Source: an optimization exercise on an open RTL-to-GDS flow (aim: small area, a short achievable clock period and few clock cycles). Production flows keep margins and buffers that such runs may drop. In this exercise RTL edits were held to simulation tests only and were not proved equivalent to the original. Power is estimated from default activity; no workload was simulated.

== v6 ==
// stcp_compress
module stcp_compress (
    input  wire       clk,
    input  wire       rst,           
    input  wire       cmd_valid,
    output wire       cmd_ready,
    input  wire [1:0] cmd_op,        
    input  wire [1:0] cmd_plane,
    input  wire [1:0] cmd_mode,      
    input  wire [5:0] cmd_len,
    input  wire       in_valid,
    output reg        in_ready,
    input  wire [7:0] in_data,
    output wire       out_valid,
    input  wire       out_ready,
    output wire [7:0] out_data,
    output wire       res_valid,
    output wire [2:0] res_kind,
    output wire [5:0] res_len,
    output wire [7:0] res_dsize,
    output wire [7:0] res_psize,
    output wire       res_degraded,
    output wire       res_err,
    output wire       act_method
);
Size: about 65 I/O pins, ~0.037 sq mm of cells after synthesis.
==> flow/config.mk <==
export PLATFORM = sky130hd
export DESIGN_NAME = stcp_compress
export DESIGN_NICKNAME = stcp_compress
export VERILOG_FILES = /design/flow/design.v
export SDC_FILE = /design/flow/constraint.sdc
export NUM_CORES = 4
export LEC_CHECK = 0
export CAP_MARGIN = 20
export CORE_MARGIN = 2
export CORE_UTILIZATION = 65
export SETUP_SLACK_MARGIN = 5
export SLEW_MARGIN = 20
==> flow/constraint.sdc <==
create_clock -name core_clock -period 8.5 [get_ports {clk}]
set_input_delay 1.7000 -clock core_clock [delete_from_list [all_inputs] [get_ports {clk}]]
set_output_delay 1.7000 -clock core_clock [all_outputs]
set_load 0.01 [all_outputs]
run.sh (not shown) runs the stock make flow with config.mk's settings and CLKGATE_MAP_FILE= SYNTH_SCRIPT=/design/flow/synth_recipe.tcl, a recipe that flattens the netlist after the stock synthesis.
Testbench counts of v6, summed over its fixed seeds: cycles 123,060.
Setup changes, v6 to v7
--- a/flow/design.v
+++ b/flow/design.v
@@ -60,26 +60,26 @@
     reg  [4:0] o_tgt;                
     reg  [5:0] o_left;               
     reg  [5:0] o_ptl;                
     wire [32:0] o_ptd;               
     reg  [5:0] o_off;                
     reg  [5:0] o_rem;                
     reg  [31:0] o_mask;
     assign o_ptd = 33'd1 << o_ptl;
     reg  [7:0] f [0:FD-1];
     reg  [3:0] fc;
-    reg        f_ne, f_sp2;
+    reg        f_ne, f_sp2, ov;
     reg        r0v, r1v, r_done;
     reg [27:0] r0, r1;               
     reg [5:0]  rleft;                
     assign out_data  = f[0];
-    assign out_valid = f_ne & ~r_done;
+    assign out_valid = ov;             
     assign res_valid = r_done;
     assign {res_kind, res_len, res_dsize, res_psize, res_degraded, res_err, act_method} = r0;
     wire pop_b   = out_valid & out_ready;
     wire r_fire  = r_done;
     wire       o_fin_now;
     wire       o_free   = ~o_act | ((o_tgt == 5'd0) & f_sp2);
     wire       dec_row  = p_v & p_row & p_done & (ph == 5'd0) & o_free & ~r1v;
     wire       dec_tok  = p_v & ~p_row & ~o_act & ~r1v;
     wire       p_start_ok = ~p_v | dec_row;
     wire       proc     = q0v & (q0f ? ((ph == 5'd0) & p_start_ok) : 1'b1);
@@ -253,33 +253,37 @@
                     if (npush_e != 2'd0 && wpa == j + 1)       f[j] <= pa;
                     else if (npush_e == 2'd2 && wpb == j + 1)  f[j] <= pb;
                     else                                       f[j] <= f[(j + 1) % FD];
                 end
             end else begin
                 if (npush_e != 2'd0 && wpa == j)               f[j] <= pa;
                 else if (npush_e == 2'd2 && wpb == j)          f[j] <= pb;
             end
         end
     end
-    wire [3:0] fc_n = fc + {2'd0, npush_e} - {3'd0, pop_b};
+    wire [3:0] fc_np = fc + {2'd0, npush_e};
+    wire [3:0] fc_p  = fc_np - 4'd1;
+    wire [3:0] fc_n  = pop_b ? fc_p : fc_np;
+    wire       fne_n = pop_b ? (fc_p != 4'd0) : (fc_np != 4'd0);
+    wire       fsp_n = pop_b ? (fc_p <= FD - 2) : (fc_np <= FD - 2);
     always @(posedge clk) begin
         if (rst) begin
             ph <= 5'd0;
             zcnt <= 6'd32;
             act <= 1'b0;
             cq_v <= 1'b0;
             a_v <= 1'b0; a_started <= 1'b0; a_acc <= 6'd0;
             in_ready <= 1'b0;
             q0v <= 1'b0; q1v <= 1'b0;
             p_v <= 1'b0; p_done <= 1'b0;
             o_act <= 1'b0;
-            fc <= 4'd0; f_ne <= 1'b0; f_sp2 <= 1'b1;
+            fc <= 4'd0; f_ne <= 1'b0; f_sp2 <= 1'b1; ov <= 1'b0;
             r0v <= 1'b0; r1v <= 1'b0; r_done <= 1'b0; rleft <= 6'd0;
         end else begin
             ph <= ph + 5'd1;
             if (zcnt != 6'd0) zcnt <= zcnt - 6'd1;
             if (cmd_valid & ~cq_v) begin
                 cq_v <= 1'b1;
                 cq_op <= cmd_op; cq_plane <= cmd_plane; cq_mode <= cmd_mode; cq_len <= cmd_len;
                 cq_row <= (cmd_op == 2'd0) && (cmd_plane != 2'd3) && (cmd_mode != 2'd0)
                           && (cmd_len != 6'd0) && (cmd_len <= 6'd32);
             end else if (a_disp | t_disp) begin
@@ -360,35 +364,38 @@
                 o_tgt <= 5'd1; o_left <= d_len; o_ptl <= ptrim;
                 o_off <= 6'd0; o_rem <= 6'd0; o_rep <= 1'b0; o_ehdr <= 1'b0;
             end else if (o_step) begin
                 if (o_fin_now) o_act <= 1'b0;
                 o_tgt <= o_tgt + 5'd1;
                 o_left <= o_left - {4'd0, npush};
                 o_ptl <= o_ptl - 6'd1;
                 o_rem <= n_orem; o_off <= n_ooff; o_rep <= n_orep; o_ehdr <= n_oehdr;
             end
             fc <= fc_n;
-            f_ne <= (fc_n != 4'd0);
-            f_sp2 <= (fc_n <= FD - 2);
+            f_ne <= fne_n;
+            f_sp2 <= fsp_n;
             begin : rq
                 reg v0, v1;
                 reg [27:0] e0, e1;
                 reg [5:0] s;
+                reg rd;
                 v0 = r0v; v1 = r1v; e0 = r0; e1 = r1;
                 if (r_fire) begin
                     v0 = v1; e0 = e1; v1 = 1'b0;
                     s = r1[24:19];
-                    r_done <= r1v & (r1[24:19] == 6'd0);
+                    rd = r1v & (r1[24:19] == 6'd0);
                 end else begin
                     s = rleft - {5'd0, pop_b};
-                    r_done <= r0v & (pop_b ? (rleft == 6'd1) : (rleft == 6'd0));
+                    rd = r0v & (pop_b ? (rleft == 6'd1) : (rleft == 6'd0));
                 end
+                r_done <= rd;
+                ov <= fne_n & ~rd;
                 if (dec_row | dec_tok) begin
                     if (!v0) begin v0 = 1'b1; e0 = dec_row ? d_res : t_res; s = dec_row ? d_len : 6'd0; end
                     else     begin v1 = 1'b1; e1 = dec_row ? d_res : t_res; end
                 end
                 r0v <= v0; r1v <= v1; r0 <= e0; r1 <= e1; rleft <= s;
             end
         end
     end
     always @(posedge clk) begin
         if (dec_row)
--- outcome ---
When the final numbers for v7 and v6 were put side by side, the multiplexer area fraction after synthesis turned out to be smaller in v6. The final hold slack of v7 is higher than that of v6. Looking only at worst-case setup margin in the final layout, and setting everything else aside, the lower value of v7 and v6 goes to v7. For the cell area after synthesis, v7 came in 210 sq um higher than v6 did. Compared with v6, v7 shows a higher distinct cell type count of the synthesized netlist. v6 and v7 ended up with roughly the same synthesized-area fraction occupied by ao, oa, aoi and oai cells. [v7] fraction of layout cells with a size suffix above 1 rose 1.3 points relative to v6. Looking at critical path's slowest cell, the o31ai_1 result is from v7; the or4_1 one comes from v6.
Testbench counts of v7, summed over its fixed seeds: cycles 123,060.

---

Another version of the RTL of stcp_compress (not shown whole).
Size: roughly 2900 cells after synthesis, ~1200 flip-flops, ~65 I/O pins, ~36000 µm² of cells after synthesis.
Settings: LEC_CHECK=0, CAP_MARGIN=20, CORE_MARGIN=2, CORE_UTILIZATION=65, CTS_CLUSTER_DIAMETER=100, CTS_CLUSTER_SIZE=30, SETUP_SLACK_MARGIN=5, SLEW_MARGIN=20; clock period 8.5 ns.
standard.sh (not shown) runs the stock make flow with config.mk's settings and CLKGATE_MAP_FILE= SYNTH_SCRIPT=/design/flow/synth_recipe.tcl, a recipe that flattens the netlist after the stock synthesis.
==> flow/flow/run.sh <==
#!/bin/bash
set -euo pipefail
sed 's/SETUP_SLACK_MARGIN=[^ ]*/SETUP_SLACK_MARGIN=5.4/' standard.sh > standard_m.sh
bash standard_m.sh > flow_make.log 2>&1
Testbench counts at the start, summed over its fixed seeds: cycles 123,060.
Rerun with:
--- a/flow/design.v
+++ b/flow/design.v
@@ -59,17 +59,16 @@
     reg        o_act, o_sel, o_rep, o_ehdr;
     reg  [1:0] o_plane;
     reg  [4:0] o_tgt;                
     reg  [4:0] o_left;               
     reg  [4:0] o_ptl;                
     wire [32:0] o_ptd;               
     reg  [4:0] o_off;                
     reg  [4:0] o_rem;                
-    reg        o_rnz;                
     reg  [31:0] o_mask;
     assign o_ptd = 33'd1 << o_ptl;
     reg  [7:0] f [0:FD-1];
     reg  [3:0] fc;
     reg        f_ne, f_sp2, ov;
     reg        r0v, r1v, r_done;
     reg [27:0] r0, r1;               
     reg [5:0]  rleft;                
@@ -196,33 +195,33 @@
     reg  [1:0] npush;
     reg  [7:0] pa, pb;
     reg  [4:0] n_orem, n_ooff;
     reg        n_orep, n_oehdr;
     always @(*) begin
         npush = 2'd0; pa = sbyte; pb = sbyte;
         n_orem = o_rem; n_ooff = o_off; n_orep = o_rep; n_oehdr = o_ehdr;
         if (!o_sel) begin
-            if (o_rnz) begin
+            if (o_rem != 5'd0) begin
                 npush = 2'd1; pa = sbyte; n_orem = o_rem - 5'd1; n_ooff = 5'd0;
             end else if (!mk0) begin
                 n_ooff = o_off + 5'd1;
                 if (o_mask[0] && o_off == 5'd30) begin
                     npush = 2'd1; pa = 8'h1F; n_oehdr = 1'b1;
                 end
             end else begin
                 npush = 2'd2;
                 pa = o_ehdr ? 8'h00 : {dn1, o_off};
                 pb = sbyte;
                 n_orem = {2'd0, dn1};
                 n_ooff = 5'd0;
                 n_oehdr = 1'b0;
             end
         end else begin
-            if (o_rnz) begin
+            if (o_rem != 5'd0) begin
                 npush = o_rep ? 2'd0 : 2'd1; pa = sbyte; n_orem = o_rem - 5'd1;
             end else if (o_mask[0] & o_mask[1]) begin
                 npush = 2'd2; pa = rhdr; pb = sbyte;
                 n_orem = rcnt[4:0]; n_orep = 1'b1;
             end else begin
                 npush = 2'd2; pa = {2'b00, lm1}; pb = sbyte;
                 n_orem = lm1[4:0]; n_orep = 1'b0;
             end
@@ -262,23 +261,18 @@
                 if (npush_e != 2'd0 && wpa == j)               f[j] <= pa;
                 else if (npush_e == 2'd2 && wpb == j)          f[j] <= pb;
             end
         end
     end
     wire [3:0] fc_np = fc + {2'd0, npush_e};
     wire [3:0] fc_p  = fc_np - 4'd1;
     wire [3:0] fc_n  = pop_b ? fc_p : fc_np;
-    wire [1:0] npe   = npush_e;
-    wire       fne_np = (fc != 4'd0) | (npe != 2'd0);
-    wire       fne_p  = (fc >= 4'd2) | ((fc == 4'd1) & (npe != 2'd0)) | (npe == 2'd2);
-    wire       fsp_np = (npe == 2'd0) ? (fc <= FD - 2) : (npe == 2'd1) ? (fc <= FD - 3) : (fc <= FD - 4);
-    wire       fsp_p  = (npe == 2'd0) ? (fc <= FD - 1) : (npe == 2'd1) ? (fc <= FD - 2) : (fc <= FD - 3);
-    wire       fne_n = pop_b ? fne_p : fne_np;
-    wire       fsp_n = pop_b ? fsp_p : fsp_np;
+    wire       fne_n = pop_b ? (fc_p != 4'd0) : (fc_np != 4'd0);
+    wire       fsp_n = pop_b ? (fc_p <= FD - 2) : (fc_np <= FD - 2);
     always @(posedge clk) begin
         if (rst) begin
             ph <= 5'd0; ph0 <= 1'b1; o_now <= 1'b0;
             zcnt <= 6'd32;
             act <= 1'b0;
             cq_v <= 1'b0;
             a_v <= 1'b0; a_started <= 1'b0; a_acc <= 6'd0;
             in_ready <= 1'b0;
@@ -369,23 +363,23 @@
                 if (t_clr) zcnt <= 6'd32;
                 if (t_clract) act <= 1'b0;
             end
             o_now <= (dec_row & (d_isd | d_isp)) |
                      (o_act & ~o_fin_now & (o_now ? f_sp2 : (o_tgt == ph + 5'd1)));
             if (dec_row & (d_isd | d_isp)) begin
                 o_act <= 1'b1; o_sel <= d_isp; o_plane <= p_plane;
                 o_tgt <= 5'd1; o_left <= d_len[4:0]; o_ptl <= ptrim[4:0];
-                o_off <= 5'd0; o_rem <= 5'd0; o_rnz <= 1'b0; o_rep <= 1'b0; o_ehdr <= 1'b0;
+                o_off <= 5'd0; o_rem <= 5'd0; o_rep <= 1'b0; o_ehdr <= 1'b0;
             end else if (o_step) begin
                 if (o_fin_now) o_act <= 1'b0;
                 o_tgt <= o_tgt + 5'd1;
                 o_left <= o_left - {3'd0, npush};
                 o_ptl <= o_ptl - 5'd1;
-                o_rem <= n_orem; o_rnz <= (n_orem != 5'd0); o_off <= n_ooff; o_rep <= n_orep; o_ehdr <= n_oehdr;
+                o_rem <= n_orem; o_off <= n_ooff; o_rep <= n_orep; o_ehdr <= n_oehdr;
             end
             fc <= fc_n;
             f_ne <= fne_n;
             f_sp2 <= fsp_n;
             begin : rq
                 reg v0, v1;
                 reg [27:0] e0, e1;
                 reg [5:0] s;
- synthesized area goes up by about 0.4%
- global-route usage goes down by 0.26 points
- worst hold slack barely changes
- setup slack gets worse by 0.13 ns
- synthesized cell count goes up by about 2%
- first-iteration DRC count goes down by 24%
- total power goes up by 1.1%
- utilization goes down by 0.41 points
- cell count goes up by 0.78%
- wire length goes down by 2.3%
- die area goes up by 0.37%
Testbench counts after the change, summed over its fixed seeds: cycles 123,060.

==> static timing again, ports no longer ideal <==
The flow's constraints put no driver on any port. The routed layouts listed below were extracted and timed again, unchanged, in two steps.
Step 1 sets driving cells, clkbuf_16 on the clock port and buf_2 on the other inputs (assumed; they add their load-dependent delay and slew).
Step 2 adds t to the input delays and takes it off the output delays; t is the mean of the earliest and latest rising clock arrival at the registers after step 1. Input paths then give back, and output paths get back, about the clock's delay inside the block.
Three values: ideal, step 1, step 2; two values: the first two.
| run | t, ns | slack for setup (ns) | worst slew at a driven data input, ns |
|---|---|---|---|
| v6 | 0.714 | 5.048 / 4.994 / 4.371 | 0.08 |
| v7 | 0.716 | 5.037 / 4.982 / 4.419 | 0.04 |
| the first run of note 2 | 0.669 | 5.375 / 5.363 / 4.866 | 0.03 |
| the second run of note 2 | 0.691 | 5.243 / 5.243 / 4.921 | 0.04 |
After both steps every run listed still meets setup and hold. For v6, which loses most, drivers alone change the setup slack by -0.054 ns; drivers and shift together by -0.677 ns.
